Source: an optimization exercise on an open RTL-to-GDS flow (aim: small area, a short achievable clock period and few clock cycles per item). Production flows keep margins and buffers that such runs may drop. Function was checked by simulation only, so behaviour that the tests miss may differ from the original. Power and IR drop assume default switching activity.

===== flow/config.mk =====
export PLATFORM = sky130hd
export DESIGN_NAME = tcodec_scalar
export DESIGN_NICKNAME = tcodec_scalar
export VERILOG_FILES = /design/flow/design.v
export SDC_FILE = /design/flow/constraint.sdc
export NUM_CORES = 4
export LEC_CHECK = 0
export CAP_MARGIN = 20
export CORE_MARGIN = 2
export CORE_UTILIZATION = 40
export PLACE_DENSITY = 0.6
export SLEW_MARGIN = 20
export SYNTH_MEMORY_MAX_BITS = 16384

===== flow/design.v =====
module tcodec_scalar (
  input  wire         clk,
  input  wire         rst,
  input  wire         start,
  input  wire [10:0]  cmd,
  input  wire [31:0]  arg,
  input  wire [127:0] tin,
  output reg          done,
  output reg  [3:0]   err,
  output reg  [7:0]   detail,
  output reg  [5:0]   err_addr,
  output reg  [31:0]  result,
  output reg  [127:0] tout
);
  localparam [3:0] ERR_OK      = 4'd0;
  localparam [3:0] ERR_INVALID = 4'd1;
  localparam [3:0] ERR_ILLEGAL = 4'd4;
  localparam [7:0] D_RESERVED_OP = 8'h01;
  localparam [7:0] D_NONZERO_N   = 8'h03;
  localparam [7:0] D_N_RANGE     = 8'h05;
  localparam [7:0] D_BAD_TRIT    = 8'h0A;
  localparam [7:0] D_NAN_VALUE   = 8'h0B;
  localparam [3:0] OP_SENC   = 4'd1;
  localparam [3:0] OP_SDEC   = 4'd2;
  localparam [3:0] OP_PACK   = 4'd3;
  localparam [3:0] OP_UNPACK = 4'd4;
  localparam [2:0] S_IDLE = 3'd0;
  localparam [2:0] S_MUL  = 3'd1;    
  localparam [2:0] S_RND  = 3'd2;    
  localparam [2:0] S_DIG  = 3'd3;    
  localparam [2:0] S_HORN = 3'd4;    
  localparam [2:0] S_NORM = 3'd5;    
  localparam [2:0] S_DIV  = 3'd6;    
  localparam [2:0] S_FIN  = 3'd7;    
  function [101:0] pow3;
    input [6:0] i;
    begin
      case (i)
      7'd0: pow3 = 102'd1;
      7'd1: pow3 = 102'd3;
      7'd2: pow3 = 102'd9;
      7'd3: pow3 = 102'd27;
      7'd4: pow3 = 102'd81;
      7'd5: pow3 = 102'd243;
      7'd6: pow3 = 102'd729;
      7'd7: pow3 = 102'd2187;
      7'd8: pow3 = 102'd6561;
      7'd9: pow3 = 102'd19683;
      7'd10: pow3 = 102'd59049;
      7'd11: pow3 = 102'd177147;
      7'd12: pow3 = 102'd531441;
      7'd13: pow3 = 102'd1594323;
      7'd14: pow3 = 102'd4782969;
      7'd15: pow3 = 102'd14348907;
      7'd16: pow3 = 102'd43046721;
      7'd17: pow3 = 102'd129140163;
      7'd18: pow3 = 102'd387420489;
      7'd19: pow3 = 102'd1162261467;
      7'd20: pow3 = 102'd3486784401;
      7'd21: pow3 = 102'd10460353203;
      7'd22: pow3 = 102'd31381059609;
      7'd23: pow3 = 102'd94143178827;
      7'd24: pow3 = 102'd282429536481;
      7'd25: pow3 = 102'd847288609443;
      7'd26: pow3 = 102'd2541865828329;
      7'd27: pow3 = 102'd7625597484987;
      7'd28: pow3 = 102'd22876792454961;
      7'd29: pow3 = 102'd68630377364883;
      7'd30: pow3 = 102'd205891132094649;
      7'd31: pow3 = 102'd617673396283947;
      7'd32: pow3 = 102'd1853020188851841;
      7'd33: pow3 = 102'd5559060566555523;
      7'd34: pow3 = 102'd16677181699666569;
      7'd35: pow3 = 102'd50031545098999707;
      7'd36: pow3 = 102'd150094635296999121;
      7'd37: pow3 = 102'd450283905890997363;
      7'd38: pow3 = 102'd1350851717672992089;
      7'd39: pow3 = 102'd4052555153018976267;
      7'd40: pow3 = 102'd12157665459056928801;
      7'd41: pow3 = 102'd36472996377170786403;
      7'd42: pow3 = 102'd109418989131512359209;
      7'd43: pow3 = 102'd328256967394537077627;
      7'd44: pow3 = 102'd984770902183611232881;
      7'd45: pow3 = 102'd2954312706550833698643;
      7'd46: pow3 = 102'd8862938119652501095929;
      7'd47: pow3 = 102'd26588814358957503287787;
      7'd48: pow3 = 102'd79766443076872509863361;
      7'd49: pow3 = 102'd239299329230617529590083;
      7'd50: pow3 = 102'd717897987691852588770249;
      7'd51: pow3 = 102'd2153693963075557766310747;
      7'd52: pow3 = 102'd6461081889226673298932241;
      7'd53: pow3 = 102'd19383245667680019896796723;
      7'd54: pow3 = 102'd58149737003040059690390169;
      7'd55: pow3 = 102'd174449211009120179071170507;
      7'd56: pow3 = 102'd523347633027360537213511521;
      7'd57: pow3 = 102'd1570042899082081611640534563;
      7'd58: pow3 = 102'd4710128697246244834921603689;
      7'd59: pow3 = 102'd14130386091738734504764811067;
      7'd60: pow3 = 102'd42391158275216203514294433201;
      7'd61: pow3 = 102'd127173474825648610542883299603;
      7'd62: pow3 = 102'd381520424476945831628649898809;
      7'd63: pow3 = 102'd1144561273430837494885949696427;
      7'd64: pow3 = 102'd3433683820292512484657849089281;
      default: pow3 = 102'd0;
      endcase
    end
  endfunction
  reg  [2:0]   state;
  reg  [6:0]   n_r;         
  reg  [6:0]   idx;         
  reg  [127:0] tin_r;
  reg          sign_r;
  reg  [23:0]  mant_r;      
  reg  [7:0]   exp_r;       
  reg  [100:0] mv_r;        
  reg  [124:0] prod_r;      
  reg  [101:0] u_r;         
  reg  [127:0] acc_r;       
  reg  signed [103:0] k_r;  
  reg  [101:0] r_r;         
  reg  [6:0]   j_r;         
  reg  [24:0]  q_r;         
  wire [6:0]   rom_idx = (state == S_DIG) ? idx : cmd[10:4];
  wire [101:0] rom_p   = pow3(rom_idx);
  wire [100:0] maxval  = rom_p[101:1];    
  wire [3:0] op = cmd[3:0];
  wire [6:0] n  = cmd[10:4];
  wire [7:0]  f_exp  = arg[30:23];
  wire [22:0] f_frac = arg[22:0];
  wire        f_nan  = (f_exp == 8'hFF) && (f_frac != 23'd0);
  wire        f_big  = (f_exp > 8'd127) || ((f_exp == 8'd127) && (f_frac != 23'd0));
  reg        bad_found;
  reg  [5:0] bad_idx;
  integer    b;
  always @(*) begin
    bad_found = 1'b0;
    bad_idx   = 6'd0;
    for (b = 63; b >= 0; b = b - 1) begin
      if ((tin[2*b +: 2] == 2'b10) &&
          (((op == OP_PACK) && (b < 5)) || ((op == OP_SDEC) && (b < n)))) begin
        bad_found = 1'b1;
        bad_idx   = b[5:0];
      end
    end
  end
  function [1:0] digit;             
    input [1:0] c;
    begin
      case (c)
        2'b11:   digit = 2'd0;
        2'b00:   digit = 2'd1;
        default: digit = 2'd2;
      endcase
    end
  endfunction
  wire [7:0] packed_byte = {6'd0, digit(tin[1:0])}
                         + 8'd3  * {6'd0, digit(tin[3:2])}
                         + 8'd9  * {6'd0, digit(tin[5:4])}
                         + 8'd27 * {6'd0, digit(tin[7:6])}
                         + 8'd81 * {6'd0, digit(tin[9:8])};
  function [1:0] tcode;             
    input [7:0] d;
    begin
      case (d)
        8'd0:    tcode = 2'b11;
        8'd1:    tcode = 2'b00;
        default: tcode = 2'b01;
      endcase
    end
  endfunction
  wire [7:0] ub = arg[7:0];
  wire [9:0] unpacked = {tcode((ub / 8'd81) % 8'd3), tcode((ub / 8'd27) % 8'd3),
                         tcode((ub / 8'd9) % 8'd3),  tcode((ub / 8'd3) % 8'd3),
                         tcode(ub % 8'd3)};
  wire [7:0]   sh      = 8'd150 - exp_r;              
  wire [124:0] prod_h  = prod_r >> (sh - 8'd1);
  wire [124:0] kabs_w  = (sh >= 8'd126) ? 125'd0 : ((prod_h + 125'd1) >> 1);
  wire [101:0] kabs    = kabs_w[101:0];
  wire [102:0] two_p   = {rom_p, 1'b0};
  wire         ge2     = {1'b0, u_r} >= two_p;
  wire         ge1     = u_r >= rom_p;
  wire signed [103:0] t_i = {{102{tin_r[2*idx+1]}}, tin_r[2*idx +: 2]};
  wire signed [103:0] k_next = k_r + (k_r <<< 1) + t_i;
  wire [103:0] k_abs = k_next[103] ? -k_next : k_next;
  wire        sticky   = (r_r != 102'd0);
  wire [24:0] mant_rn  = {1'b0, q_r[24:1]} + {24'd0, q_r[0] & (sticky | q_r[1])};
  wire [7:0]  exp_f    = 8'd127 - {1'b0, j_r} + {7'd0, mant_rn[24]};
  wire [22:0] frac_f   = mant_rn[24] ? 23'd0 : mant_rn[22:0];
  always @(posedge clk) begin
    if (rst) begin
      state    <= S_IDLE;
      done     <= 1'b0;
      err      <= 4'd0;
      detail   <= 8'd0;
      err_addr <= 6'd0;
      result   <= 32'd0;
      tout     <= 128'd0;
      n_r      <= 7'd0;
      idx      <= 7'd0;
      tin_r    <= 128'd0;
      sign_r   <= 1'b0;
      mant_r   <= 24'd0;
      exp_r    <= 8'd0;
      mv_r     <= 101'd0;
      prod_r   <= 125'd0;
      u_r      <= 102'd0;
      acc_r    <= 128'd0;
      k_r      <= 104'sd0;
      r_r      <= 102'd0;
      j_r      <= 7'd0;
      q_r      <= 25'd0;
    end else begin
      done <= 1'b0;
      case (state)
        S_IDLE: if (start) begin
          n_r      <= n;
          tin_r    <= tin;
          err_addr <= 6'd0;
          if ((op == 4'd0) || (op > OP_UNPACK)) begin
            err <= ERR_ILLEGAL; detail <= D_RESERVED_OP; done <= 1'b1;
          end else if (((op == OP_PACK) || (op == OP_UNPACK)) && (n != 7'd0)) begin
            err <= ERR_ILLEGAL; detail <= D_NONZERO_N; done <= 1'b1;
          end else if (op == OP_PACK) begin
            if (bad_found) begin
              err <= ERR_INVALID; detail <= D_BAD_TRIT; err_addr <= bad_idx;
            end else begin
              err <= ERR_OK; detail <= 8'd0; result <= {24'd0, packed_byte};
            end
            done <= 1'b1;
          end else if (op == OP_UNPACK) begin
            err <= ERR_OK; detail <= 8'd0; tout <= {118'd0, unpacked};
            done <= 1'b1;
          end else if (op == OP_SENC) begin
            if ((n == 7'd0) || (n > 7'd64)) begin
              err <= ERR_INVALID; detail <= D_N_RANGE; done <= 1'b1;
            end else if (f_nan) begin
              err <= ERR_INVALID; detail <= D_NAN_VALUE; done <= 1'b1;
            end else begin
              sign_r <= arg[31];
              if (f_big) begin                    
                mant_r <= 24'h800000;
                exp_r  <= 8'd127;
              end else if (f_exp == 8'd0) begin   
                mant_r <= {1'b0, f_frac};
                exp_r  <= 8'd1;
              end else begin
                mant_r <= {1'b1, f_frac};
                exp_r  <= f_exp;
              end
              mv_r   <= maxval;
              prod_r <= 125'd0;
              idx    <= 7'd0;
              state  <= S_MUL;
            end
          end else begin                           
            if (n > 7'd64) begin
              err <= ERR_INVALID; detail <= D_N_RANGE; done <= 1'b1;
            end else if (n == 7'd0) begin
              err <= ERR_OK; detail <= 8'd0; result <= 32'd0; done <= 1'b1;
            end else if (bad_found) begin
              err <= ERR_INVALID; detail <= D_BAD_TRIT; err_addr <= bad_idx;
              done <= 1'b1;
            end else begin
              mv_r  <= maxval;
              k_r   <= 104'sd0;
              idx   <= n - 7'd1;
              state <= S_HORN;
            end
          end
        end
        S_MUL: begin
          prod_r <= (prod_r << 1) + (mant_r[23] ? {24'd0, mv_r} : 125'd0);
          mant_r <= mant_r << 1;
          idx    <= idx + 7'd1;
          if (idx == 7'd23) state <= S_RND;
        end
        S_RND: begin
          u_r   <= sign_r ? ({1'b0, mv_r} - kabs) : ({1'b0, mv_r} + kabs);
          acc_r <= 128'd0;
          idx   <= n_r - 7'd1;
          state <= S_DIG;
        end
        S_DIG: begin
          if (ge2) begin
            u_r   <= u_r - two_p[101:0];
            acc_r <= {acc_r[125:0], 2'b01};
          end else if (ge1) begin
            u_r   <= u_r - rom_p;
            acc_r <= {acc_r[125:0], 2'b00};
          end else begin
            acc_r <= {acc_r[125:0], 2'b11};
          end
          idx <= idx - 7'd1;
          if (idx == 7'd0) begin
            tout   <= ge2 ? {acc_r[125:0], 2'b01} :
                      ge1 ? {acc_r[125:0], 2'b00} : {acc_r[125:0], 2'b11};
            err    <= ERR_OK;
            detail <= 8'd0;
            done   <= 1'b1;
            state  <= S_IDLE;
          end
        end
        S_HORN: begin
          k_r <= k_next;
          idx <= idx - 7'd1;
          if (idx == 7'd0) begin
            sign_r <= k_next[103];
            r_r    <= k_abs[101:0];
            j_r    <= 7'd0;
            if (k_next == 104'sd0) begin
              result <= 32'd0;
              err    <= ERR_OK;
              detail <= 8'd0;
              done   <= 1'b1;
              state  <= S_IDLE;
            end else begin
              state <= S_NORM;
            end
          end
        end
        S_NORM: begin
          if (r_r < {1'b0, mv_r}) begin
            r_r <= r_r << 1;
            j_r <= j_r + 7'd1;
          end else begin
            q_r   <= 25'd0;
            idx   <= 7'd0;
            state <= S_DIV;
          end
        end
        S_DIV: begin
          if (r_r >= {1'b0, mv_r}) begin
            r_r <= (r_r - {1'b0, mv_r}) << 1;
            q_r <= {q_r[23:0], 1'b1};
          end else begin
            r_r <= r_r << 1;
            q_r <= {q_r[23:0], 1'b0};
          end
          idx <= idx + 7'd1;
          if (idx == 7'd24) state <= S_FIN;
        end
        S_FIN: begin
          result <= {sign_r, exp_f, frac_f};
          err    <= ERR_OK;
          detail <= 8'd0;
          done   <= 1'b1;
          state  <= S_IDLE;
        end
        default: state <= S_IDLE;
      endcase
    end
  end
endmodule

===== flow/constraint.sdc =====
create_clock -name core_clock -period 12.0 [get_ports {clk}]
set_input_delay 2.4000 -clock core_clock [delete_from_list [all_inputs] [get_ports {clk}]]
set_output_delay 2.4000 -clock core_clock [all_outputs]
set_load 0.01 [all_outputs]

===== flow/run.sh =====
#!/bin/bash
# synth_recipe.tcl (not shown) runs the flow's synth.tcl, then flattens the netlist and writes it again
# the make line also repeats each setting of config.mk as NAME=value (left out here)
make -C /OpenROAD-flow-scripts/flow DESIGN_CONFIG=/design/flow/config.mk WORK_HOME=/design/flow/orfs CLKGATE_MAP_FILE= SYNTH_SCRIPT=/design/flow/synth_recipe.tcl finish

==> impl_metrics.env <==
export IMPL_place_congestion=1.16
export IMPL_min_period_ps=11250
export IMPL_synth_seq_area_share=0.197
export IMPL_clock_sinks=1039
export IMPL_layout_commonest_cell="nor2_1"
export IMPL_power_frac_seq=0.317
export IMPL_r2r_cells=45
export IMPL_setup_tns_final_ps=0
export IMPL_insertion_delay_ps=870
export IMPL_p_clk_frac=0.398
export IMPL_max_freq_ghz=0.0889
export IMPL_synth_area_per_cell_um2=7.62
export IMPL_path_common_cell="buf_4"
export IMPL_first_global_vias=102000
export IMPL_multi_input_area_um2=80100
export IMPL_drt_pass1_iterations=10
export IMPL_min_from="acc_r[52]"
export IMPL_whs_endpoint="tout[54]"
export IMPL_post_route_period_util=0.938
export IMPL_cellLeakagePower_nw=48.4
export IMPL_cts_buffers=146
export IMPL_power_switching_mw=3.89
export IMPL_dieArea_um2=269000
export IMPL_required_ps=12740
export IMPL_fillCellCount=26800
export IMPL_yosys_warnings=1
export IMPL_p_int_mw=7.28
export IMPL_detail_route_iter0_violations=13700
export IMPL_r2r_end="u_r[100]"
export IMPL_finalHoldViolCount=0
export IMPL_clockBufferDepth=4
export IMPL_grt_max_degree=182
export IMPL_finalWirelength_um=470000
export IMPL_yosys_most_used_dff="dfxtp_1"
export IMPL_io_pins=353
export IMPL_start_kind="flip-flop"
export IMPL_crit_arrival_ps=11990
export IMPL_fin_skew_ps=87.1
export IMPL_reg2reg_from="exp_r[1]"
export IMPL_cts_hold_buf=0
export IMPL_rsz0062_at_grt="no"
export IMPL_grt_pass1_wl_um=687000
export IMPL_hp_class="reg2reg"
export IMPL_async_flop_share=0
export IMPL_gr_total_overflow=0
export IMPL_crit_type="reg2reg"
export IMPL_tightestPinTransition_ps=1130
export IMPL_drv_cap=0
export IMPL_syn2layout_area_growth_pct=12.4
export IMPL_critPathCaptureType="flip-flop"
export IMPL_cp_top_family="compound AO/OA/AOI/OAI gates"
export IMPL_postSynthCellCount=13900
export IMPL_vdd_drop_max_v=0.000149
export IMPL_htreeDepth=4
export IMPL_vias=111000
export IMPL_clk_pin_slew_ps=60
export IMPL_p_comb_frac=0.285
export IMPL_ff_latch_area_um2=20800
export IMPL_netSwitchingFraction=0.348
export IMPL_die_w_um=518
export IMPL_synth_area_um2=106000
export IMPL_route_detailed_drc=0
export IMPL_crit_path_max_fanout=15
export IMPL_antenna_found_initial=44
export IMPL_setup_violations=0
export IMPL_drv_slew=0
export IMPL_rows=188
export IMPL_crit_buf_inv=8
export IMPL_nets=14900
export IMPL_numPortBuffers=346
export IMPL_clockRootBuffer="clkbuf_16"
export IMPL_cp_slowest_cell="mux2i_1"
export IMPL_finalPower_mw=11.2
export IMPL_crit_path_max_incr_delay_ps=590
export IMPL_rrSetupSlack_ps=750
export IMPL_p_per_area_nw_per_um2=94.0
export IMPL_die_y_um=518
export IMPL_postRouteAntennaNets=0
export IMPL_min_path_cells=2
export IMPL_grt_total_usage=0.333
export IMPL_ys_types=128
export IMPL_initial_core_util=0.403
export IMPL_final_cell_mix="nor2_1, nand2_1, a21oi_1"
export IMPL_synth_edf_count=0
export IMPL_synth_seq_cells=1039
export IMPL_slew_headroom=0.237
export IMPL_wl_per_cell_um=26.7
export IMPL_coreArea_um2=263000
export IMPL_via_per_inst=6.30
export IMPL_cts_tree="done"
export IMPL_status="timing/DRC/antenna clean"
export IMPL_drive_above_1_share=0.0861
export IMPL_dp_hpwl_um=366000
power groups by stage:
stage / sequential (mW) / combinational, mW / clock, mW
finish: 3.54 / 3.18 / 4.45
global route: 3.54 / 3.39 / 4.65
global placement: 3.62 / 3.09 / 0
CTS: 3.54 / 3.10 / 4.53
detailed placement: 3.62 / 3.07 / 0
floorplan: 3.59 / 1.99 / 0
stage by stage:
stage | utilization | setup slack (ps) | area (um^2) | instances | hold slack (ps)
after floorplan | - | 630 | 106000 | 13900 | 433
after global placement | 0.433 | 532 | 114000 | 17300 | 440
after detailed placement | 0.433 | 524 | 114000 | 17300 | 445
after CTS | 0.451 | 743 | 118000 | 17500 | 427
after global routing | 0.452 | 18.4 | 119000 | 17600 | 449
final | 0.452 | 745 | 119000 | 17600 | 441
worst min-delay path: cells and delay by family, from the launching register on:
family | cells | cell delay, ps
DFF | 1 | 320
and+or+nand+nor | 1 | 70
AOI/OAI and AO/OA | 1 | 50
how the worst max path moves through the flow:
stage | startpoint | end | cells past startpoint | slack, ps
after floorplan | idx[0] | result[28] | 30 | 630
final | exp_r[1] | u_r[100] | 45 | 750
after CTS | idx[0] | result[22] | 26 | 740
after global routing | exp_r[1] | u_r[100] | 47 | 20
after detailed placement | cmd[4] | u_r[95] | 32 | 520
after global placement | cmd[4] | u_r[95] | 32 | 530
layout make-up:
cell class	count	area share
antenna	51	0.00107
sequential	1039	0.175
clock buffer	191	0.0345
timing repair buffer	780	0.0593
inverter	428	0.0135
tap	3515	0.0370
clock inverter	56	0.00541
multi-input combinational	11500	0.674
sequential cells by signal, indices dropped and copies added (netlist names), 4 cells and up:
register	cells
idx	7
acc_r	126
mv_r	97
q_r	25
tout	128
tin_r	128
j_r	7
r_r	102
n_r	7
prod_r	125
err_addr	6
u_r	102
k_r	104
detail	4
exp_r	8
result	32
mant_r	24
synthesized netlist by cell type (all sizes together), types with 32 or more instances:
cell	number	area [um^2]
a2111oi	47	425
a211oi	248	1870
a21boi	38	285
a21o	505	3790
a21oi	1381	6920
a221oi	67	604
a222oi	87	871
a22oi	351	2640
a311oi	60	526
a31oi	141	888
and2	193	1210
and3	108	676
buf	186	1110
clkbuf	694	2610
dfxtp	1039	20800
fa	118	2360
ha	691	8650
inv	423	1590
mux2i	110	1100
mux4	295	6640
nand2	1432	5390
nand2b	163	1020
nand3	360	1820
nand4	184	1180
nor2	1555	5850
nor2b	167	1040
nor3	294	1510
nor3b	36	285
nor4	121	840
nor4b	32	353
o211ai	153	1150
o21a	95	721
o21ai	647	3240
o21bai	141	1060
o22ai	75	469
o311ai	32	298
o31ai	51	388
or2	53	332
or3	79	494
xnor2	545	4820
xor2	360	3180
metal layers:
metal / routed length [um] / track usage / vias to the layer above
li1: - / - / 51400
met1: 196000 / 0.442 / 53100
met2: 195000 / 0.485 / 5281
met3: 46800 / 0.0816 / 1159
met4: 32600 / 0.201 / 22
met5: 155 / 0 / -
timing repair:
item | in CTS | in global routing
setup buffers | 0 | 10
setup endpoints to repair | 0 | 2
gates resized for setup | 0 | 9
cells by family (layout without fill, tap and decap cells):
| group | count (synthesis) | in the layout | synth area share |
|---|---|---|---|
| compound gates | 4483 | 4483 | 0.279 |
| xor+xnor | 905 | 906 | 0.0756 |
| fa+ha+maj | 811 | 811 | 0.104 |
| buf+inv | 1308 | 1455 | 0.0503 |
| flops | 1039 | 1039 | 0.197 |
| mux | 430 | 430 | 0.0759 |
| other cells | 1 | 57 | 0.0000354 |
| simple gates | 4908 | 4908 | 0.219 |
Testbench counts, summed over its fixed seeds: cycles 433,835, items 8,000.

==> what the ideal ports hide <==
The results above use ideal ports. As a check the final layout listed here was re-extracted and re-timed, cells and wires unchanged. Step 1 sets driving cells, clkbuf_16 on the clock port and buf_2 on the other inputs (assumed; they add their load-dependent delay and slew). Step 2 adds t to the input delays and takes it off the output delays; t is the mean of the earliest and latest rising clock arrival at the registers after step 1. Input paths then give back, and output paths get back, about the clock's delay inside the block. Slacks: ideal / step 1 / step 2; pairs: ideal / step 1.
shift t [ns]: 0.924
setup slack, ns: 0.745 / 0.745 / 0.075
clock arrival spread, ns: 0.087 / 0.087
worst slew at a driven data input, ns: 0.14
pins driven straight from the clock port: 1
After both steps setup and hold are still met in this run. For this run, drivers alone change the setup slack by 0.000 ns; drivers and shift together by -0.670 ns.
